From an optimization exercise on the open Yosys and OpenROAD flow, aimed at small area and few clock cycles; shortcuts taken in it are not production practice. RTL that was checked went through simulation tests only; none was proved equivalent to the original. Function not checked in runs 6 and 7: the RTL went through the layout flow alone. The flow treats the clock pin as an ideal source, which a real chip does not have. Power is estimated from default activity; no workload was simulated.

File: flow/design.v
module beast_deframer (
    input  wire         clk,
    input  wire         rst,           
    input  wire         in_valid,
    output wire         in_ready,
    input  wire [1:0]   in_kind,       
    input  wire [7:0]   in_data,
    output wire         out_valid,
    input  wire         out_ready,
    output wire [2:0]   out_kind,
    output wire [47:0]  out_ts,
    output wire [7:0]   out_sig,
    output wire [7:0]   out_type,
    output wire [3:0]   out_plen,
    output wire [111:0] out_payload
);
    localparam [2:0] Q_FRAME       = 3'd0;
    localparam [2:0] Q_LONE_ESCAPE = 3'd1;
    localparam [2:0] Q_UNKNOWN     = 3'd2;
    localparam [2:0] Q_TRUNCATED   = 3'd3;
    localparam [2:0] Q_TRANSPORT   = 3'd4;
    localparam [2:0] Q_END         = 3'd5;
    localparam [2:0] Q_LONE_UNK    = 3'd6;    
    localparam [2:0] Q_NONE        = 3'd7;    
    reg  [1:0] st;
    reg  [4:0] cnt;         
    reg  [1:0] ft;          
    reg  [7:0] sr [0:20];   
    reg  [2:0] q;           
    wire t1 = !ft[1];
    wire t2 = ft[1] && !ft[0];
    wire t3 = ft[1] && ft[0];
    localparam [4:0] CNT0 = 5'b01010;
    wire [4:0] cnt_inc = {cnt[3:0], cnt[4] ^ cnt[2]};
    wire last = t1 ? (cnt[4] && cnt[1]) :
                t2 ? (cnt[4] && cnt[0]) :
                     (cnt[4] && cnt[3] && !cnt[2] && !cnt[0]);
    wire empty = (q == Q_NONE);
    wire pop   = !empty && out_ready;
    assign in_ready  = empty || (out_ready && q != Q_LONE_UNK);
    assign out_valid = !empty;
    wire step = in_valid && in_ready;
    wire is_byte = (in_kind == 2'd0);
    wire is_eos  = (in_kind == 2'd1);
    wire esc     = (in_data == 8'h1A);
    wire known   = (in_data[7:2] == 6'b001100) && (in_data[1] || in_data[0]);
    wire typepos = st[0] && !(st[1] && esc);        
    wire store   = st[1] && (st[0] == esc);         
    wire unk     = typepos && !known;               
    wire frame   = store && last;
    wire [1:0] st_n;
    assign st_n[0] = !st[0] && esc;
    assign st_n[1] = (typepos && known) || (store && !last) || (st[1] && !st[0] && esc);
    reg [2:0] ev_q;         
    always @* begin
        if (!is_byte)
            ev_q = !is_eos ? Q_TRANSPORT : (st != 2'b00) ? Q_TRUNCATED : Q_END;
        else if (frame)
            ev_q = Q_FRAME;
        else if (typepos && st[1])
            ev_q = known ? Q_LONE_ESCAPE : Q_LONE_UNK;
        else if (typepos && !known)
            ev_q = Q_UNKNOWN;
        else
            ev_q = Q_NONE;
    end
    reg [2:0] q_pop;        
    always @* begin
        case (q)
            Q_LONE_UNK:                      q_pop = Q_UNKNOWN;
            Q_TRUNCATED, Q_TRANSPORT, Q_END: q_pop = Q_END;
            default:                         q_pop = Q_NONE;
        endcase
    end
    always @(posedge clk) begin
        if (rst) begin
            st <= 2'b00;
            q  <= Q_NONE;
        end else if (step) begin
            st <= st_n;
            q  <= ev_q;
        end else if (pop) begin
            q  <= q_pop;
        end
    end
    always @(posedge clk) begin
        if (step && is_byte && typepos && known)
            ft <= in_data[1:0];
    end
    always @(posedge clk) begin
        if (step && is_byte && (typepos || store))
            cnt <= typepos ? CNT0 : cnt_inc;
    end
    integer i;
    always @(posedge clk) begin
        if (step && is_byte && (store || unk)) begin
            for (i = 0; i < 20; i = i + 1)
                sr[i] <= sr[i + 1];
            sr[20] <= (t3 || unk) ? in_data : 8'h00;
            sr[13] <= t3 ? sr[14] : t2 ? in_data : 8'h00;
            sr[8]  <= t1 ? in_data : sr[9];
        end
    end
    assign out_kind = (q == Q_LONE_UNK) ? Q_LONE_ESCAPE : q;
    assign out_type = q[1] ? sr[20] : {6'b001100, ft};
    assign out_plen = {t3, ft[1], 1'b1, t2};
    assign out_sig  = sr[6];
    assign out_ts   = {sr[0], sr[1], sr[2], sr[3], sr[4], sr[5]};
    genvar k;
    generate
        for (k = 0; k < 14; k = k + 1) begin : g_payload
            assign out_payload[111 - 8*k -: 8] = sr[7 + k];
        end
    endgenerate
endmodule
File: flow/standard.sh
#!/bin/bash
# synth_recipe.tcl (not shown) runs the flow's synth.tcl, then flattens the netlist and writes it again
# the make line also repeats each setting of config.mk as NAME=value (left out here)
make -C /OpenROAD-flow-scripts/flow DESIGN_CONFIG=/design/flow/config.mk WORK_HOME=/design/flow/orfs CLKGATE_MAP_FILE= SYNTH_SCRIPT=/design/flow/synth_recipe.tcl "${@:-finish}"
File: flow/constraint.sdc
create_clock -name core_clock -period 5.0 [get_ports {clk}]
set_input_delay 1.0000 -clock core_clock [delete_from_list [all_inputs] [get_ports {clk}]]
set_output_delay 1.0000 -clock core_clock [all_outputs]
set_load 0.01 [all_outputs]
File: flow/flow/run.sh
#!/bin/bash
# Standard ORFS layout with the smallest port buffers and a lighter clock tree.
set -euo pipefail
CTS="-sink_clustering_enable -repair_clock_nets -dont_use_dummy_load -buf_list sky130_fd_sc_hd__clkbuf_8 -root_buf sky130_fd_sc_hd__clkbuf_8 -sink_clustering_size 30 -sink_clustering_max_diameter 60"
bash standard.sh \
  "BUFFER_PORTS_ARGS=-buffer_cell sky130_fd_sc_hd__buf_1" \
  "CTS_ARGS=$CTS" \
  finish > standard_flow.log 2>&1
File: flow/config.mk
export PLATFORM = sky130hd
export DESIGN_NAME = beast_deframer
export DESIGN_NICKNAME = beast_deframer
export VERILOG_FILES = /design/flow/design.v
export SDC_FILE = /design/flow/constraint.sdc
export NUM_CORES = 4
export LEC_CHECK = 0
export ABC_AREA = 1
export CAP_MARGIN = 20
export CORE_MARGIN = 2
export CORE_UTILIZATION = 70
export SLEW_MARGIN = 20
==> flow_summary.ini, run 1 <==
[outcome]
status = timing/DRC/antenna clean

[sta]
relSlewSlack_pct = 32.4
layout_min_cycle_time_ns = 2.94
fin_skew_ns = 0.0306
slew_violations = 0
setup_tns_ns = 0
worst_pin_slew_ns = 1.01
final-hold-violation-count = 0
finalSetupViolCount = 0
hold_slack_ns = 0.433
fin_crit_sh_pct = 58.8
grt_setup_unrepaired = no
max_freq_mhz = 340

[synthesis]
ys_seq_area_share_pct = 85.7
synth-main-ff-cell = edfxtp_1
synth_edf_count = 175
postSynthAreaPerCell_um2 = 16.7
ys.warnings.count = 2
synth_area_um2 = 6250
yosysUniqueCellTypes = 29
synth_seq_cells = 180
syn_inst = 373
synthesis.nets = 387
async_reset_ff_share_pct = 0

[placement]
dp_cells = 672
gp_congestion = 1.01
dpl.hpwl_mm = 9.12
io_buffers = 197

[critical_path]
cp_slowest_stage_delay_ns = 0.79
cp_max_fo = 85
critPathRequiredTime_ns = 5.02
crit_arrival_ns = 2.96
worstSetupStartpointType = primary input
path_class = primary input to flop
cp_slowest_cell = buf_4
worst_path_most_repeated_cell = nand2_1
path_cells = buf_1, inv_1, nand2_1, nor2_2, nand2_1, a21oi_1, nand2_1, a21oi_4, buf_4
cp-end-kind = flop

[clock_tree]
cts-htree-levels = 4
cts_resized = 0
root_buffer = clkbuf_8
cts.path.max_buffers = 2
cts_buffers = 17
clkLatencyLatePin_ns = 0.43
clkTransAtPathRegs_ns = 0.09
clock-sinks = 180
ctsHoldBuffers = 0
tritoncts = yes
post_cts_buffers = 0

[cells_and_area]
final_cell_mix = buf_1 (197), edfxtp_1 (175), nand2_1 (65), inv_1 (34), nor2_1 (25)
nets = 597
final_cells = 689
postLayoutCoreUtil_pct = 84.4
area_delta_synth_final_pct = 17.2
drive_gt1_share_pct = 6.02
nFillCells = 432
final_common_cell = buf_1
antenna_cells = 0

[die]
die_area_um2 = 9700
core_area_um2 = 8680
start_util_pct = 72.0
die_h_um = 98.5
io_pins = 199
dieWidth_um = 98.5
rows = 34

[global_routing]
antenna_found_initial = 0
grt_pass1_wl_mm = 19.4
gr-total-overflow = 0
grt_max_degree = 86
grt_usage_pct = 27.1
grt_pass1_vias = 3520

[route]
vias_per_cell = 5.46
vias = 3761
wire_per_inst_um = 18.6
firstDrtPassIters = 5
postRouteAntennaNets = 0
first_iter_violations = 287
routed_wl_mm = 12.8
drc = 0

[pwr]
pwr-share-clk_pct = 24.0
comb_power_share_pct = 14.7
p_per_area_nw_per_um2 = 407
p_seq_share_pct = 61.3
p_int_mw = 2.19
p_leak_nw = 2.48
power.switching_mw = 0.793
peakVddDrop_mv = 0.387
switching_share_pct = 26.6

[run]
maxCapViolations = 0

[hold_path]
hp-class = flop to flop
-- kinds of logic (layout without fill, tap and decap cells) --
family	after synthesis	in the layout	synth area share [%]
AOI/OAI and AO/OA	33	33	3.02
buffers and inverters	45	253	3.20
DFF	180	180	85.7
other	1	1	0.0600
and+or+nand+nor	114	114	7.99
-- power by group through the flow --
stage / sequential (mW) / clock [mW] / combinational, mW
after CTS: 1.83 / 0.727 / 0.438
after floorplan: 1.86 / 0 / 0.292
after global routing: 1.84 / 0.777 / 0.489
after detailed placement: 1.86 / 0 / 0.434
final: 1.83 / 0.715 / 0.438
after global placement: 1.85 / 0 / 0.421
-- critical path, delay by kind of cell --
family | cells | cell delay, ns
buffers and inverters | 3 | 1.06
AND/OR/NAND/NOR | 4 | 0.50
AO/OA/AOI/OAI | 2 | 0.36
-- final cells by class --
| class | count | area, um^2 | share of cell area [%] |
|---|---|---|---|
| sequential | 180 | 5360 | 73.1 |
| timing repair buffer | 199 | 754 | 10.3 |
| multi-input combinational | 148 | 703 | 9.60 |
| clock buffer | 17 | 234 | 3.19 |
| inverter | 37 | 143 | 1.95 |
| tap | 108 | 135 | 1.84 |
-- routing by layer --
metal	vias to the layer above	GRT usage (%)	wire, um
li1	1722	-	-
met1	1777	35.7	4700
met2	240	44.2	6600
met3	22	8.94	1310
met4	0	8.54	223
met5	-	0	0
-- through the flow --
stage / power, mW / setup WS, ns / cell area (um^2)
floorplan: 2.15 / 0.0319 / 6260
global placement: 2.27 / 1.83 / 7090
detailed placement: 2.29 / 1.69 / 7090
CTS: 2.99 / 2.12 / 7320
global route: 3.10 / 1.87 / 7320
finish: 2.98 / 2.06 / 7320
-- state kept, by name (all words and copies together) (netlist names) --
| name | count |
|---|---|
| st | 2 |
| cnt | 5 |
| q | 3 |
| sr | 168 |
| ft | 2 |
-- synth_stat cells, types with 2 or more instances --
cell	number	area (um^2)
nand2_1	65	244
a21oi_1	8	40.0
nand3b_1	2	15.0
nor2_2	3	18.8
inv_1	34	128
nand4_1	3	18.8
nand3_1	6	30.0
buf_4	5	37.5
dfxtp_1	5	100
o21ai_0	20	100
nor3_1	2	10.0
nor2_1	25	93.8
or2_2	3	18.8
nand2_4	3	33.8
edfxtp_1	175	5260
-- worst paths after layout --
check	startpoint	to	slack [ns]	depth (start not counted)
setup / recovery	in_data[0]	sr[5][3]	2.06	9
hold / removal	sr[4][4]	sr[3][4]	0.43	0
setup reg to reg	q[1]	sr[5][3]	2.35	9
hold reg to reg	sr[4][4]	sr[3][4]	0.43	0
Testbench counts, summed over its fixed seeds: cycles 37,797.
==> inputs of run 2 (changes only) <==
==> flow/flow/run.sh (replaced) <==
#!/bin/bash
# Standard ORFS layout with the smallest port buffers, a clock tree without dummy
# loads, and the clock tree's buffers downsized after CTS as far as the clock-pin
# slew allows (flow/downsize_clk.tcl, run as ORFS's POST_CTS_TCL hook).
set -euo pipefail
CTS="-sink_clustering_enable -repair_clock_nets -dont_use_dummy_load"
CTS="$CTS -buf_list sky130_fd_sc_hd__clkbuf_8 -root_buf sky130_fd_sc_hd__clkbuf_8"
bash standard.sh \
  "BUFFER_PORTS_ARGS=-buffer_cell sky130_fd_sc_hd__buf_1" \
  "CTS_ARGS=$CTS" \
  "POST_CTS_TCL=$PWD/flow/downsize_clk.tcl" \
  finish > standard_flow.log 2>&1
==> flow/flow/downsize_clk.tcl (new file) <==
set clk_slew_limit 0.115
proc clk_pin_slew_max {} {
  set mx 0
  foreach p [get_pins -hierarchical */CLK] {
    set s [get_property $p slew_max]
    if {$s > $mx} { set mx $s }
  }
  return $mx
}
set sizes {sky130_fd_sc_hd__clkbuf_1 sky130_fd_sc_hd__clkbuf_2 sky130_fd_sc_hd__clkbuf_4 sky130_fd_sc_hd__clkbuf_8 sky130_fd_sc_hd__clkbuf_16}
estimate_parasitics -placement
set bound [expr max($clk_slew_limit, [clk_pin_slew_max])]
set bufs {}
foreach inst [get_cells *] {
  set m [get_property $inst ref_name]
  if {[lsearch $sizes $m] >= 0} { lappend bufs $inst }
}
foreach inst $bufs {
  set orig [get_property $inst ref_name]
  set best $orig
  foreach m $sizes {
    if {$m == $orig} break
    replace_cell $inst [get_lib_cells */$m]
    estimate_parasitics -placement
    if {[clk_pin_slew_max] <= $bound} { set best $m; break }
  }
  replace_cell $inst [get_lib_cells */$best]
  puts "clock buffer [get_full_name $inst]: $orig -> $best"
}
estimate_parasitics -placement
puts "clock-pin slew after downsizing: [clk_pin_slew_max]"
--- a/flow/config.mk
+++ b/flow/config.mk
@@ -8,5 +8,5 @@
 export ABC_AREA = 1
 export CAP_MARGIN = 20
 export CORE_MARGIN = 2
-export CORE_UTILIZATION = 70
+export CORE_UTILIZATION = 80
 export SLEW_MARGIN = 20
==> run 2 against run 1 <==
- the run now fails in 4_1_cts
- synthesized cell count did not move
- area after synthesis did not move
==> flow_summary.ini, run 2 <==
[synthesis]
synth_most_common_cell = edfxtp_1
ys.warnings.count = 2
yosysUniqueCellTypes = 29
async_reset_ff_share_pct = 0
synth_edf_count = 175
syn_inst = 373
synth_commonest_cells = edfxtp_1 (175), nand2_1 (65), inv_1 (34)
synth_seq_cells = 180
yosys.area.top_type = edfxtp_1
postSynthAreaPerCell_um2 = 16.7
synth-main-ff-cell = edfxtp_1
synthTopCellsByArea = edfxtp_1 (84%), nand2_1 (3.9%), inv_1 (2.0%), dfxtp_1 (1.6%), o21ai_0 (1.6%)
ys_seq_area_share_pct = 85.7
synth_area_um2 = 6250
synthesis.nets = 387
synth_top_area_share_pct = 84.1

[placement]
gp_congestion = 0.856
dpl.hpwl_mm = 12.6
io_buffers = 197

[die]
start_util_pct = 81.7
die_h_um = 92.4
dieWidth_um = 92.4
rows = 32
io_pins = 199

[outcome]
firstError = [ERROR DPL-0033] detailed placement checks failed during check placement.
status = did not finish
stop_stage = 4_1_cts

[clock_tree]
clock-sinks = 180
[run 2: cells by family after synthesis]
logic type	after synthesis	share of synthesized area [%]
DFF	180	85.7
and+or+nand+nor	114	7.99
buffers and inverters	45	3.20
AOI/OAI and AO/OA	33	3.02
other	1	0.0600
[run 2: worst max path at each step]
stage,startpoint,endpoint,cells past startpoint
2_1_floorplan,in_data[7],sr[0][0],7
3_3_place_gp,in_data[7],sr[17][7],9
3_5_place_dp,in_data[2],sr[2][3],9
[run 2: power groups by stage]
| stage | Combinational [mW] | Clock, mW | Sequential, mW |
|---|---|---|---|
| floorplan | 0.292 | 0 | 1.86 |
| global placement | 0.416 | 0 | 1.85 |
| detailed placement | 0.489 | 0 | 1.87 |
[run 2: stage by stage]
step                instance area [um^2]  instances  utilization (%)  setup WS [ns]
detailed placement                  7110        666             92.9           1.82
global placement                    7110        666             92.9           2.12
floorplan                           6260        373                -         0.0319
==> inputs of run 3 (changes only) <==
--- a/flow/config.mk
+++ b/flow/config.mk
@@ -8,5 +8,5 @@
 export ABC_AREA = 1
 export CAP_MARGIN = 20
 export CORE_MARGIN = 2
-export CORE_UTILIZATION = 80
+export CORE_UTILIZATION = 70
 export SLEW_MARGIN = 20
==> run 3 against run 2 <==
- the run now finishes clean
- area after synthesis is the same
- synthesized cell count unchanged
==> flow_summary.ini, run 3 <==
[critical_path]
critPathRequiredTime_ns = 5.02
crit_arrival_ns = 2.97
path_class = primary input to flop
cp_slowest_cell = buf_4
path_cells = buf_1, inv_1, nand2_2, nor2_1, nand2_1, a21oi_1, nand2_1, a21oi_4, buf_4
cp-end-kind = flop
worst_path_most_repeated_cell = nand2_1
cp_slowest_stage_delay_ns = 0.80
worstSetupStartpointType = primary input
cp_max_fo = 85

[route]
wire_per_inst_um = 18.7
routed_wl_mm = 12.9
vias = 3790
firstDrtPassIters = 7
drc = 0
vias_per_cell = 5.50
first_iter_violations = 292
postRouteAntennaNets = 0

[sta]
slew_violations = 0
final-hold-violation-count = 0
grt_setup_unrepaired = no
worst_pin_slew_ns = 1.01
fin_crit_sh_pct = 59.0
layout_min_cycle_time_ns = 2.95
setup_tns_ns = 0
fin_skew_ns = 0.0461
worst_slack_ns = 2.05
max_freq_mhz = 339
finalSetupViolCount = 0
relSlewSlack_pct = 32.9

[cells_and_area]
drive_gt1_share_pct = 6.02
final_cell_mix = buf_1 (197), edfxtp_1 (175), nand2_1 (65), inv_1 (34), nor2_1 (25)
largest_reg_flops = 168
antenna_cells = 0
nets = 597
top_register = sr
post-route-cell-area_um2 = 7250
final_common_cell = buf_1
regArea_um2 = 5360
nFillCells = 446
area_delta_synth_final_pct = 16.1
multi_input_area_um2 = 703
reg_top3 = sr x168, cnt x5, q x3
postLayoutCoreUtil_pct = 83.6

[pwr]
p_per_area_nw_per_um2 = 396
p_leak_nw = 2.45
peakVddDrop_mv = 0.387
total_power_mw = 2.87

[run]
maxCapViolations = 0

[clock_tree]
clkTransAtPathRegs_ns = 0.11
tritoncts = yes
clock-sinks = 180
clkLatencyLatePin_ns = 0.42

[synthesis]
synth_top_area_share_pct = 84.1
synth_most_common_cell = edfxtp_1
ys_seq_area_share_pct = 85.7
synth_commonest_cells = edfxtp_1 (175), nand2_1 (65), inv_1 (34)
ys.warnings.count = 2
syn_inst = 373
synthTopCellsByArea = edfxtp_1 (84%), nand2_1 (3.9%), inv_1 (2.0%), dfxtp_1 (1.6%), o21ai_0 (1.6%)
synth-main-ff-cell = edfxtp_1
synthesis.nets = 387
yosys.area.top_type = edfxtp_1
async_reset_ff_share_pct = 0
postSynthAreaPerCell_um2 = 16.7
synth_edf_count = 175
synth_area_um2 = 6250
synth_seq_cells = 180
yosysUniqueCellTypes = 29

[global_routing]
antenna_found_initial = 0
grt_pass1_wl_mm = 19.4
grt_pass1_vias = 3521
grt_max_degree = 86
grt_usage_pct = 27.1
gr-total-overflow = 0

[die]
io_pins = 199
die_h_um = 98.5
start_util_pct = 72.0
core_area_um2 = 8680
dieWidth_um = 98.5
die_area_um2 = 9700
rows = 34

[outcome]
status = timing/DRC/antenna clean

[placement]
io_buffers = 197
dpl_cell_area_um2 = 7090
dpl.hpwl_mm = 9.12
gp_congestion = 1.01
dp_slack_ns = 1.69

[hold_path]
hp-class = flop to flop
## run 3: cell counts after synthesis
No cell type changed its count.
## run 3: path summary, 6_finish.rpt
path,start,end,slack [ns],cells after the start
worst max-delay path,in_data[6],sr[1][0],2.05,9
worst min-delay path,sr[6][2],sr[5][2],0.43,0
worst max register to register,q[1],sr[1][0],2.34,9
worst min register to register,sr[6][2],sr[5][2],0.43,0
## run 3: cells by family (layout without fill, tap and decap cells)
| group | Yosys count | count (layout) | share of synthesized area (%) |
|---|---|---|---|
| DFF | 180 | 180 | 85.7 |
| and+or+nand+nor | 114 | 114 | 7.99 |
| buffers and inverters | 45 | 253 | 3.20 |
| AOI/OAI and AO/OA | 33 | 33 | 3.02 |
| other | 1 | 1 | 0.0600 |
## run 3: final cells by class
cell class              instances  share of cell area [%]
repair buffers                199                    10.4
well taps                     108                    1.86
multi-input cells             148                    9.69
inverters                      37                    1.97
flip-flops and latches        180                    73.8
clock buffers                  17                    2.24
## run 3: through the flow
stage | hold slack, ns | std cells
floorplan | 0.499 | 373
global placement | 0.427 | 672
detailed placement | 0.430 | 672
global route | 0.425 | 689
finish | 0.426 | 689
## run 3: critical path: cells and delay by family
| family | cells | cell delay, ns |
|---|---|---|
| and+or+nand+nor | 4 | 0.61 |
| AOI/OAI and AO/OA | 2 | 0.35 |
| buffers and inverters | 3 | 0.98 |
## run 3: power breakdown
group | internal (mW) | switching, mW
Sequential | 1.75 | 0.0714
Clock | 0.206 | 0.399
Combinational | 0.130 | 0.309
## run 3: per-layer routing
| metal | global-route usage, % | part of all wire [%] | vias to the layer above |
|---|---|---|---|
| li1 | - | - | 1725 |
| met1 | 35.6 | 37 | 1803 |
| met2 | 44.3 | 52 | 240 |
| met3 | 8.94 | 9.7 | 22 |
| met4 | 8.54 | 1.7 | 0 |
| met5 | 0 | 0 | - |
==> inputs of run 4 (changes only) <==
--- a/flow/design.v
+++ b/flow/design.v
@@ -20,8 +20,8 @@
     localparam [2:0] Q_TRUNCATED   = 3'd3;
     localparam [2:0] Q_TRANSPORT   = 3'd4;
     localparam [2:0] Q_END         = 3'd5;
-    localparam [2:0] Q_LONE_UNK    = 3'd6;    
-    localparam [2:0] Q_NONE        = 3'd7;    
+    localparam [2:0] Q_LONE_UNK    = 3'd7;    
+    localparam [2:0] Q_NONE        = 3'd6;    
     reg  [1:0] st;
     reg  [4:0] cnt;         
     reg  [1:0] ft;          
@@ -84,16 +84,16 @@
         end
     end
     always @(posedge clk) begin
-        if (step && is_byte && typepos && known)
+        if (step && typepos && known)
             ft <= in_data[1:0];
     end
     always @(posedge clk) begin
-        if (step && is_byte && (typepos || store))
+        if (step && (typepos || store))
             cnt <= typepos ? CNT0 : cnt_inc;
     end
     integer i;
     always @(posedge clk) begin
-        if (step && is_byte && (store || unk)) begin
+        if (step && (store || unk)) begin
             for (i = 0; i < 20; i = i + 1)
                 sr[i] <= sr[i + 1];
             sr[20] <= (t3 || unk) ? in_data : 8'h00;
--- a/flow/config.mk
+++ b/flow/config.mk
@@ -8,5 +8,5 @@
 export ABC_AREA = 1
 export CAP_MARGIN = 20
 export CORE_MARGIN = 2
-export CORE_UTILIZATION = 70
+export CORE_UTILIZATION = 75
 export SLEW_MARGIN = 20
==> run 4 against run 3 <==
- the run now fails in 3_5_place_dp
- area after synthesis fell by 1.7%
- synthesized cell count decreased by 3.8%
==> flow_summary.ini, run 4 <==
[synthesis]
postSynthAreaPerCell_um2 = 17.1
synth_most_common_cell = edfxtp_1
yosysUniqueCellTypes = 25
synthesis.nets = 373
muxShareOfSynthArea_pct = 0.183
async_reset_ff_share_pct = 0
synth_area_um2 = 6140
yosys.area.top_type = edfxtp_1
synth_commonest_cells = edfxtp_1 (175), nand2_1 (59), inv_1 (31)
synth-main-ff-cell = edfxtp_1
synth_xor_area_share_pct = 0
synthTopCellsByArea = edfxtp_1 (86%), nand2_1 (3.6%), inv_1 (1.9%), dfxtp_1 (1.6%), nor2_1 (1.6%)
synth_compound_area_share_pct = 2.73
synth_top_family_by_area = simple AND/OR/NAND/NOR gates
synth_top_area_share_pct = 85.6
ys_seq_area_share_pct = 87.2
syn_inst = 359
synth_edf_count = 175
synthSimpleGateAreaFrac_pct = 6.71
synth_seq_cells = 180
ys.warnings.count = 2
synth_adder_area_share_pct = 0

[outcome]
stop_stage = 3_5_place_dp
firstError = [ERROR DPL-0033] detailed placement checks failed during check placement.
status = did not finish

[placement]
dpl.hpwl_mm = 12.0
gp_congestion = 0.956
io_buffers = 197

[die]
dieWidth_um = 94.5
io_pins = 199
start_util_pct = 78.2
rows = 32
die_h_um = 94.5
==> run 4: cell families after synthesis <==
group	Yosys count
compound gates	31
simple gates	101
flops	180
buf+inv	45
mux	1
other cells	1
==> run 4: power groups by stage <==
| stage | combinational, mW | sequential, mW | clock [mW] |
|---|---|---|---|
| 2_1_floorplan | 0.348 | 2.38 | 0 |
| 3_3_place_gp | 0.761 | 2.25 | 0 |
==> run 4: how the worst min path moves through the flow <==
stage | slack (ns) | cells after the start | to
global placement | 0.43 | 0 | sr[10][1]
floorplan | 0.50 | 2 | cnt[3]
Testbench counts of run 4, summed over its fixed seeds: cycles 37,797.
==> inputs of run 5 (changes only) <==
--- a/flow/config.mk
+++ b/flow/config.mk
@@ -8,5 +8,5 @@
 export ABC_AREA = 1
 export CAP_MARGIN = 20
 export CORE_MARGIN = 2
-export CORE_UTILIZATION = 75
+export CORE_UTILIZATION = 70
 export SLEW_MARGIN = 20
==> run 5 against run 4 <==
- the run now finishes clean
- synthesized cell count unchanged
- area after synthesis stayed put
==> flow_summary.ini, run 5 <==
[outcome]
status = timing/DRC/antenna clean

[synthesis]
synth_commonest_cells = edfxtp_1 (175), nand2_1 (59), inv_1 (31)
synth-main-ff-cell = edfxtp_1
postSynthAreaPerCell_um2 = 17.1
yosys.area.top_type = edfxtp_1
synth_most_common_cell = edfxtp_1
synth_area_um2 = 6140
synthesis.nets = 373
synth_seq_cells = 180
syn_inst = 359
synth_edf_count = 175
async_reset_ff_share_pct = 0
synth_top_area_share_pct = 85.6
yosysUniqueCellTypes = 25
ys_seq_area_share_pct = 87.2
ys.warnings.count = 2
synthTopCellsByArea = edfxtp_1 (86%), nand2_1 (3.6%), inv_1 (1.9%), dfxtp_1 (1.6%), nor2_1 (1.6%)

[cells_and_area]
area_delta_synth_final_pct = 16.6
drive_gt1_share_pct = 5.30
antenna_cells = 0
postLayoutCoreUtil_pct = 83.3
reg_top3 = sr x168, cnt x5, q x3
nets = 582
final_common_cell = buf_1
nFillCells = 451
final_cells = 674
largest_reg_flops = 168
final_cell_mix = buf_1 (197), edfxtp_1 (175), nand2_1 (59), inv_1 (31), nor2_1 (26)
top_register = sr

[die]
rows = 34
die_area_um2 = 9530
dieWidth_um = 97.6
start_util_pct = 71.4
core_area_um2 = 8590
io_pins = 199
die_h_um = 97.6

[sta]
finalSetupViolCount = 0
slew_violations = 0
relSlewSlack_pct = 54.6
max_freq_mhz = 324
layout_min_cycle_time_ns = 3.08
worst_pin_slew_ns = 0.680
setup_tns_ns = 0
worst_slack_ns = 1.92
final-hold-violation-count = 0
fin_crit_sh_pct = 61.7
grt_setup_unrepaired = no
fin_skew_ns = 0.0565

[clock_tree]
clkTransAtPathRegs_ns = 0.11
clock-sinks = 180
tritoncts = yes
clkLatencyLatePin_ns = 0.71

[pwr]
peakVddDrop_mv = 0.355
p_per_area_nw_per_um2 = 507
p_leak_nw = 2.45
total_power_mw = 3.63

[global_routing]
gr-total-overflow = 0
grt_pass1_vias = 3467
grt_pass1_wl_mm = 18.5
grt_usage_pct = 26.4
grt_max_degree = 138
antenna_found_initial = 0

[critical_path]
worstSetupStartpointType = flop
cp_max_fo = 19
crit_start = ft[1]
worst_r2r_endpoint = sr[10][3]
reg2reg_depth = 7
critPathRequiredTime_ns = 4.00
crit_path_end = out_plen[3]
reg2reg_slack_ns = 2.59
rr_startpoint = q[1]
path_class = flop to primary output
crit_arrival_ns = 2.08
cp-end-kind = primary output

[route]
postRouteAntennaNets = 0
vias_per_cell = 5.60
drc = 0
wire_per_inst_um = 18.8
first_iter_violations = 246
firstDrtPassIters = 6
routed_wl_mm = 12.7
vias = 3772

[placement]
dpl.hpwl_mm = 8.92
dp_cells = 657
dp_slack_ns = 2.00
gp_congestion = 0.916
io_buffers = 197

[run]
maxCapViolations = 0

[hold_path]
hp-start = sr[19][0]
hp-class = flop to flop
==> run 5: kinds of logic (layout without fill, tap and decap cells) <==
family          after synthesis  after routing  synth area share, %
mux                           1              1                0.183
other cells                   1              1               0.0611
flops                       180            180                 87.2
simple gates                101            101                 6.71
buf+inv                      45            252                 3.08
compound gates               31             31                 2.73
==> run 5: metal layers <==
metal | GRT usage (%) | share of wire, %
met4 | 10.7 | 2.4
met3 | 7.27 | 9.9
met1 | 35.9 | 38
met5 | 0 | 0
met2 | 41.4 | 50
==> run 5: report_power, final <==
part / internal [mW] / switching [mW] / total [mW]
clock: 0.198 / 0.402 / 0.600
combinational: 0.200 / 0.585 / 0.785
sequential: 2.08 / 0.169 / 2.25
==> run 5: how the worst min path moves through the flow <==
stage,to,cells after the start
after floorplan,cnt[3],2
after global placement,sr[10][2],0
after detailed placement,sr[17][7],0
after global routing,sr[18][0],0
final,sr[18][0],0
==> run 5: layout make-up <==
class,count,area [um^2],area share [%]
repair buffers,199,767,10.7
inverters,36,135,1.89
clock buffers,17,160,2.24
multi-input cells,134,606,8.46
well taps,108,135,1.89
flip-flops and latches,180,5360,74.8
==> run 5: through the flow <==
step                instance area (um^2)  hold WS, ns
floorplan                           6150        0.498
global placement                    7000        0.430
finish                              7160        0.422
detailed placement                  7000        0.430
global route                        7160        0.436
==> run 5: worst max-delay path: stages (launching register included) <==
cell	delay (ns)
edfxtp_1	0.66
nand2_1	0.22
clkinv_1	0.30
buf_1	0.22
==> inputs of run 6 (changes only) <==
--- a/flow/design.v
+++ b/flow/design.v
@@ -84,7 +84,7 @@
         end
     end
     always @(posedge clk) begin
-        if (step && typepos && known)
+        if (step && typepos)
             ft <= in_data[1:0];
     end
     always @(posedge clk) begin
@@ -102,7 +102,7 @@
         end
     end
     assign out_kind = (q == Q_LONE_UNK) ? Q_LONE_ESCAPE : q;
-    assign out_type = q[1] ? sr[20] : {6'b001100, ft};
+    assign out_type = {q[1] ? sr[20][7:2] : 6'b001100, ft};
     assign out_plen = {t3, ft[1], 1'b1, t2};
     assign out_sig  = sr[6];
     assign out_ts   = {sr[0], sr[1], sr[2], sr[3], sr[4], sr[5]};
==> run 6 against run 5 <==
- still clean
- critical path depth stayed put
- final area is 0.42% higher
- power is 3.3% lower
- count of clock-buffer cells in the layout stayed put
- core utilization is 0.063 points lower
- global-route usage is 1.3 points lower
- sequential cell count stayed put
- maximum frequency hardly changed
- first-iteration DRC count is 23% higher
- area after synthesis is 0.26% higher
==> flow_summary.ini, run 6 <==
[outcome]
status = timing/DRC/antenna clean

[cells_and_area]
final_cell_mix = buf_1 (197), edfxtp_1 (175), nand2_1 (57), inv_1 (31), nor2_1 (21)
area_delta_synth_final_pct = 16.8
nets = 577
largest_reg_flops = 168
top_register = sr
reg_top3 = sr x168, cnt x5, q x3
postLayoutCoreUtil_pct = 83.2
final_common_cell = buf_1
antenna_cells = 0
drive_gt1_share_pct = 5.70

[global_routing]
grt_usage_pct = 25.0
gr-total-overflow = 0
grt_pass1_vias = 3332
grt_max_degree = 107
antenna_found_initial = 0
grt_pass1_wl_mm = 17.8

[die]
die_area_um2 = 9560
start_util_pct = 71.3
die_h_um = 97.8
rows = 34
dieWidth_um = 97.8
io_pins = 199
core_area_um2 = 8640

[critical_path]
critPathBufInv = 2
path_class = flop to primary output
cp_top_family = flip-flops
cp-end-kind = primary output
crit_arrival_ns = 2.08
cp_slowest_stage_delay_ns = 0.68
cp_slowest_cell = edfxtp_1
path_cells = nand2_1, clkinv_1, buf_1
rr_startpoint = st[0]
reg2reg_depth = 5
critPathRequiredTime_ns = 4.00
worst_r2r_endpoint = sr[18][2]
reg2reg_slack_ns = 2.84
worstSetupStartpointType = flop
cp_max_fo = 20

[synthesis]
synth-main-ff-cell = edfxtp_1
ys_seq_area_share_pct = 87.0
async_reset_ff_share_pct = 0
synth_top_area_share_pct = 85.4
syn_inst = 354
synth_commonest_cells = edfxtp_1 (175), nand2_1 (57), inv_1 (31)
synth_edf_count = 175
synth_compound_area_share_pct = 2.91
synth_adder_area_share_pct = 0
synth_top_family_by_area = simple AND/OR/NAND/NOR gates
synthesis.nets = 368
synth_xor_area_share_pct = 0
synthTopCellsByArea = edfxtp_1 (85%), nand2_1 (3.5%), inv_1 (1.9%), dfxtp_1 (1.6%), o21ai_0 (1.5%)
synth_most_common_cell = edfxtp_1
synthSimpleGateAreaFrac_pct = 6.95
synth_area_um2 = 6150
muxShareOfSynthArea_pct = 0
yosysUniqueCellTypes = 31
postSynthAreaPerCell_um2 = 17.4
synth_seq_cells = 180
yosys.area.top_type = edfxtp_1
ys.warnings.count = 2

[clock_tree]
clock-sinks = 180
clkLatencyLatePin_ns = 0.70
tritoncts = yes
clkTransAtPathRegs_ns = 0.11

[pwr]
total_power_mw = 3.51
peakVddDrop_mv = 0.289
p_per_area_nw_per_um2 = 488
p_leak_nw = 2.43

[hold_path]
hold-path-endpoint = sr[4][5]
hp-class = flop to flop
min_path_cells = 0
hp-start = sr[5][5]

[placement]
io_buffers = 197
gp_congestion = 0.916
dpl.hpwl_mm = 8.17

[route]
firstDrtPassIters = 5
vias_per_cell = 5.40
drc = 0
vias = 3611
routed_wl_mm = 11.7
postRouteAntennaNets = 0
first_iter_violations = 303
wire_per_inst_um = 17.5

[sta]
fin_crit_sh_pct = 61.6
max_freq_mhz = 325
setup_tns_ns = 0
layout_min_cycle_time_ns = 3.08
finalSetupViolCount = 0
fin_skew_ns = 0.0403
slew_violations = 0
relSlewSlack_pct = 51.2
grt_setup_unrepaired = no
worst_pin_slew_ns = 0.732
final-hold-violation-count = 0

[run]
maxCapViolations = 0
## run 6: worst max path at each step
| stage | start | to | slack, ns | cells past startpoint |
|---|---|---|---|---|
| 2_1_floorplan | in_data[7] | sr[0][0] | 0.16 | 8 |
| 3_3_place_gp | in_data[6] | sr[0][1] | 2.07 | 10 |
| 3_5_place_dp | in_data[6] | sr[11][1] | 1.98 | 9 |
| 5_1_grt | ft[1] | out_plen[3] | 1.77 | 3 |
| 6_report | ft[1] | out_plen[3] | 1.92 | 3 |
## run 6: metal layers
| metal | routed length, um | vias up | global-route usage (%) |
|---|---|---|---|
| li1 | - | 1663 | - |
| met4 | 252 | 0 | 10.4 |
| met5 | 0 | - | 0 |
| met1 | 4550 | 1724 | 33.7 |
| met2 | 5930 | 202 | 39.3 |
| met3 | 997 | 22 | 7.59 |
## run 6: worst register-to-register path: stages, from the launching register on
cell     delay, ns
dfxtp_1       0.43
inv_1         0.12
o21ai_2       0.25
nand2_1       0.15
a21oi_4       0.19
buf_4         0.62
## run 6: layout make-up
class                      count  area, um^2
sequential                   180        5360
fill                         436        1450
timing repair buffer         199         767
multi-input combinational    130         622
clock buffer                  17         175
tap                          108         135
inverter                      35         134
## run 6: cell families after synthesis
| group | after synthesis |
|---|---|
| compound gates | 33 |
| buf+inv | 44 |
| flops | 180 |
| other cells | 1 |
| simple gates | 96 |
## run 6: stage by stage
step	setup slack (ns)	area, um^2	hold slack, ns	std cells
finish	1.92	7190	0.433	669
global route	1.77	7190	0.445	669
detailed placement	1.98	7010	0.432	652
global placement	2.07	7010	0.427	652
floorplan	0.157	6170	0.498	354
## run 6: report_power, final
| part | total, mW | switching [mW] | internal, mW |
|---|---|---|---|
| clock network | 0.609 | 0.391 | 0.218 |
| logic | 0.730 | 0.533 | 0.197 |
| registers | 2.17 | 0.149 | 2.02 |
| total | 3.51 | 1.07 | 2.44 |
==> inputs of run 7 (changes only) <==
==> flow/design.v (replaced) <==
module beast_deframer (
    input  wire         clk,
    input  wire         rst,           
    input  wire         in_valid,
    output wire         in_ready,
    input  wire [1:0]   in_kind,       
    input  wire [7:0]   in_data,
    output wire         out_valid,
    input  wire         out_ready,
    output wire [2:0]   out_kind,
    output wire [47:0]  out_ts,
    output wire [7:0]   out_sig,
    output wire [7:0]   out_type,
    output wire [3:0]   out_plen,
    output wire [111:0] out_payload
);
    localparam [2:0] EV_FRAME       = 3'd0;
    localparam [2:0] EV_LONE_ESCAPE = 3'd1;
    localparam [2:0] EV_UNKNOWN     = 3'd2;
    localparam [2:0] EV_TRUNCATED   = 3'd3;
    localparam [2:0] EV_TRANSPORT   = 3'd4;
    localparam [2:0] EV_END         = 3'd5;
    reg  [1:0] st;
    reg  [4:0] cnt;         
    reg  [1:0] ft;          
    reg  [7:0] sr [0:20];   
    reg        ov;          
    reg  [2:0] ok;          
    reg        od;          
    wire t1 = !ft[1];
    wire t2 = ft[1] && !ft[0];
    wire t3 = ft[1] && ft[0];
    localparam [4:0] CNT0 = 5'b01010;
    wire [4:0] cnt_inc = {cnt[3:0], cnt[4] ^ cnt[2]};
    wire last = t1 ? (cnt[4] && cnt[1]) :
                t2 ? (cnt[4] && cnt[0]) :
                     (cnt[4] && cnt[3] && !cnt[2] && !cnt[0]);
    wire pop = ov && out_ready;
    assign in_ready  = !ov || (out_ready && !od);
    assign out_valid = ov;
    wire step = in_valid && in_ready;
    wire is_byte = (in_kind == 2'd0);
    wire is_eos  = (in_kind == 2'd1);
    wire esc     = (in_data == 8'h1A);
    wire known   = (in_data[7:2] == 6'b001100) && (in_data[1] || in_data[0]);
    wire typepos = st[0] && !(st[1] && esc);        
    wire store   = st[1] && (st[0] == esc);         
    wire unk     = typepos && !known;               
    wire frame   = store && last;
    wire [1:0] st_n;
    assign st_n[0] = !st[0] && esc;
    assign st_n[1] = (typepos && known) || (store && !last) || (st[1] && !st[0] && esc);
    reg       ev;           
    reg [2:0] ev_k;
    always @* begin
        ev   = 1'b1;
        ev_k = EV_FRAME;
        if (!is_byte)
            ev_k = !is_eos ? EV_TRANSPORT : (st != 2'b00) ? EV_TRUNCATED : EV_END;
        else if (frame)
            ev_k = EV_FRAME;
        else if (typepos && st[1])
            ev_k = EV_LONE_ESCAPE;
        else if (typepos && !known)
            ev_k = EV_UNKNOWN;
        else
            ev = 1'b0;
    end
    wire ev_d = is_byte && typepos && st[1] && !known;
    wire ended = ok[2] || (ok[1] && ok[0]);
    always @(posedge clk) begin
        if (rst) begin
            st <= 2'b00;
            ov <= 1'b0;
            od <= 1'b0;
        end else if (step) begin
            st <= st_n;
            ov <= ev;
            od <= ev_d;
        end else if (pop) begin
            ov <= od || ended;
            od <= 1'b0;
        end
    end
    always @(posedge clk) begin
        if (step)
            ok <= ev_k;
        else if (pop)
            ok <= od ? EV_UNKNOWN : EV_END;
    end
    always @(posedge clk) begin
        if (step && is_byte && typepos && known)
            ft <= in_data[1:0];
    end
    always @(posedge clk) begin
        if (step && is_byte && (typepos || store))
            cnt <= typepos ? CNT0 : cnt_inc;
    end
    integer i;
    always @(posedge clk) begin
        if (step && is_byte && (store || unk)) begin
            for (i = 0; i < 20; i = i + 1)
                sr[i] <= sr[i + 1];
            sr[20] <= (t3 || unk) ? in_data : 8'h00;
            sr[13] <= t3 ? sr[14] : t2 ? in_data : 8'h00;
            sr[8]  <= t1 ? in_data : sr[9];
        end
    end
    assign out_kind = ok;
    assign out_type = ok[1] ? sr[20] : {6'b001100, ft};
    assign out_plen = {t3, ft[1], 1'b1, t2};
    assign out_sig  = sr[6];
    assign out_ts   = {sr[0], sr[1], sr[2], sr[3], sr[4], sr[5]};
    genvar k;
    generate
        for (k = 0; k < 14; k = k + 1) begin : g_payload
            assign out_payload[111 - 8*k -: 8] = sr[7 + k];
        end
    endgenerate
endmodule
==> run 7 against run 6 <==
- area after synthesis is 1.2% higher
- critical endpoint unchanged
- die area grew 1.2%
- sequential share of layout area increased by 0.26 points
- clock skew rose by 0.0045 ns
- critical path depth stayed put
- sequential power down 22%
- worst hold slack worse by 0.0033 ns
- still clean on timing, DRC and antenna
- synthesized cell count shrank 0.56%
- via count up 3.9%
- final area rose by 0.96%
==> flow_summary.ini, run 7 <==
[sta]
worst_pin_slew_ns = 0.684
fin_crit_sh_pct = 60.1
max_freq_mhz = 333
fin_skew_ns = 0.0448
grt_setup_unrepaired = no
finalSetupViolCount = 0
final-hold-violation-count = 0
relSlewSlack_pct = 54.4
layout_min_cycle_time_ns = 3.01
slew_violations = 0
setup_tns_ns = 0

[clock_tree]
clock-sinks = 182
tritoncts = yes
clkTransAtPathRegs_ns = 0.11
clkLatencyLatePin_ns = 0.55

[critical_path]
path_cells = nand2_1, clkinv_1, buf_1
cp_top_family = flip-flops
critPathBufInv = 2
worstSetupStartpointType = flop
reg2reg_depth = 5
cp-end-kind = primary output
path_depth = 3
reg2reg_slack_ns = 2.85
cp_slowest_stage_delay_ns = 0.67
cp_slowest_cell = edfxtp_1
critPathRequiredTime_ns = 4.00
crit_arrival_ns = 2.01
cp_max_fo = 19
path_class = flop to primary output
worst_r2r_endpoint = sr[6][3]
rr_startpoint = st[0]

[route]
wire_per_inst_um = 19.0
postRouteAntennaNets = 0
firstDrtPassIters = 6
vias_per_cell = 5.61
first_iter_violations = 341
routed_wl_mm = 12.7
drc = 0
vias = 3753

[synthesis]
postSynthAreaPerCell_um2 = 17.7
ys_seq_area_share_pct = 87.1
synthTopCellsByArea = edfxtp_1 (86%), nand2_1 (3.0%), o21ai_0 (1.6%), inv_1 (1.5%), dfxtp_1 (1.3%)
yosys.area.top_type = edfxtp_1
synth_most_common_cell = edfxtp_1
synthesis.nets = 366
syn_inst = 352
synth_area_um2 = 6230
synth_edf_count = 178
synth_commonest_cells = edfxtp_1 (178), nand2_1 (50), inv_1 (25)
synth_seq_cells = 182
ys.warnings.count = 2
synth_top_area_share_pct = 85.8
yosysUniqueCellTypes = 28
synth-main-ff-cell = edfxtp_1
async_reset_ff_share_pct = 0

[cells_and_area]
antenna_cells = 0
reg_top3 = sr x168, cnt x5, ok x3
final_cells = 669
drive_gt1_share_pct = 9.63
top_register = sr
nets = 577
final_cell_mix = buf_1 (197), edfxtp_1 (178), nand2_1 (50), inv_1 (25), o21ai_0 (20)
post-route-cell-area_um2 = 7260
final_common_cell = buf_1
postLayoutCoreUtil_pct = 83.6
largest_reg_flops = 168
nFillCells = 444
area_delta_synth_final_pct = 16.5

[die]
start_util_pct = 71.8
dieWidth_um = 98.3
die_h_um = 98.3
rows = 34
die_area_um2 = 9670
core_area_um2 = 8680
io_pins = 199

[placement]
dpl_cell_area_um2 = 7090
dpl.hpwl_mm = 9.15
io_buffers = 197
dp_cells = 652
gp_congestion = 0.950

[global_routing]
grt_max_degree = 112
antenna_found_initial = 0
gr-total-overflow = 0
grt_pass1_wl_mm = 18.8
grt_pass1_vias = 3479
grt_usage_pct = 26.5

[pwr]
pwr-share-clk_pct = 25.1
peakVddDrop_mv = 0.252
power.switching_mw = 0.482
p_seq_share_pct = 71.1
p_int_mw = 1.91
p_per_area_nw_per_um2 = 330
p_leak_nw = 2.39
switching_share_pct = 20.2
comb_power_share_pct = 3.8

[hold_path]
min_path_cells = 0
hp-start = sr[6][6]
hold-path-endpoint = sr[5][6]
hp-class = flop to flop

[run]
maxCapViolations = 0

[outcome]
status = timing/DRC/antenna clean
==> run 7: cell families after synthesis <==
kind of cell           Yosys count  synth area share, %
AND/OR/NAND/NOR                 93                 6.99
multiplexers                     1                0.181
AO/OA/AOI/OAI                   32                 2.69
other                            1               0.0602
buffers and inverters           43                 2.99
flip-flops                     182                 87.1
==> run 7: area by class of cell <==
type                       count  area [um^2]  area share [%]
sequential                   182         5430            74.8
timing repair buffer         199          767            10.6
multi-input combinational    127          629            8.67
clock buffer                  17          163            2.24
inverter                      36          138            1.90
tap                          108          135            1.86
==> run 7: layer usage <==
metal | wire length (um) | GRT usage, % | vias up
met4 | 366 | 12.5 | 0
met3 | 1240 | 7.23 | 31
met5 | 0 | 0 | -
met1 | 4750 | 35.1 | 1801
li1 | - | - | 1661
met2 | 6340 | 41.9 | 260
==> run 7: worst register-to-register path, cell delays in order, from the launching register on <==
cell and delay (ns):
dfxtp_1 0.47, inv_1 0.10, nand3_1 0.15, nand3_1 0.19, a21oi_4 0.23, buf_4 0.57
==> run 7: power groups by stage <==
stage | clock [mW] | sequential, mW | combinational (mW)
2_1_floorplan | 0 | 1.74 | 0.0463
3_3_place_gp | 0 | 1.73 | 0.0864
3_5_place_dp | 0 | 1.73 | 0.0899
5_1_grt | 0.656 | 1.70 | 0.0984
6_report | 0.601 | 1.70 | 0.0908
==> run 7: worst max-delay path by stage <==
stage,from,to
global placement,in_data[2],sr[0][4]
finish,ft[1],out_plen[3]
floorplan,in_data[0],sr[0][0]
global route,ft[1],out_plen[3]
detailed placement,in_data[0],sr[0][4]
==> run 7: through the flow <==
stage               hold WS [ns]  setup slack (ns)  power (mW)
floorplan                  0.492             0.225        1.79
global placement           0.427              2.14        1.82
detailed placement         0.431              2.02        1.82
global route               0.441              1.87        2.46
finish                     0.429              1.99        2.39

==> afterwards: timing with drivers on the ports <==
No port has a modelled driver above. Below, the same layouts with a new extraction and two added sets of constraints. Step 1 assumes that a clkbuf_16 drives the clock port and a buf_2 every other input. Step 2, shift: input delay + t, output delay - t, t = (earliest + latest rising clock arrival at the registers) / 2. This alone moves slack from input paths to output paths. a / b / c = ideal ports / drivers / drivers and shift; a / b = the first two.
run | t, ns | setup slack, ns | slew at the worst register clock pin (ns) | worst data-port slew with drivers (ns)
run 1 | 0.452 | 2.061 / 2.075 / 1.624 | 0.10 / 0.10 | 0.05
run 3 | 0.431 | 2.048 / 2.051 / 1.620 | 0.11 / 0.11 | 0.05
run 5 | 0.711 | 1.917 / 1.886 / 1.878 | 0.11 / 0.11 | 0.03
run 6 | 0.712 | 1.920 / 1.889 / 1.936 | 0.11 / 0.11 | 0.06
run 7 | 0.566 | 1.995 / 1.960 / 1.918 | 0.11 / 0.11 | 0.03
After both steps every run listed still meets setup and hold. The setup slack of run 1, which loses most, moves by +0.014 ns with the drivers and by -0.437 ns with both steps.
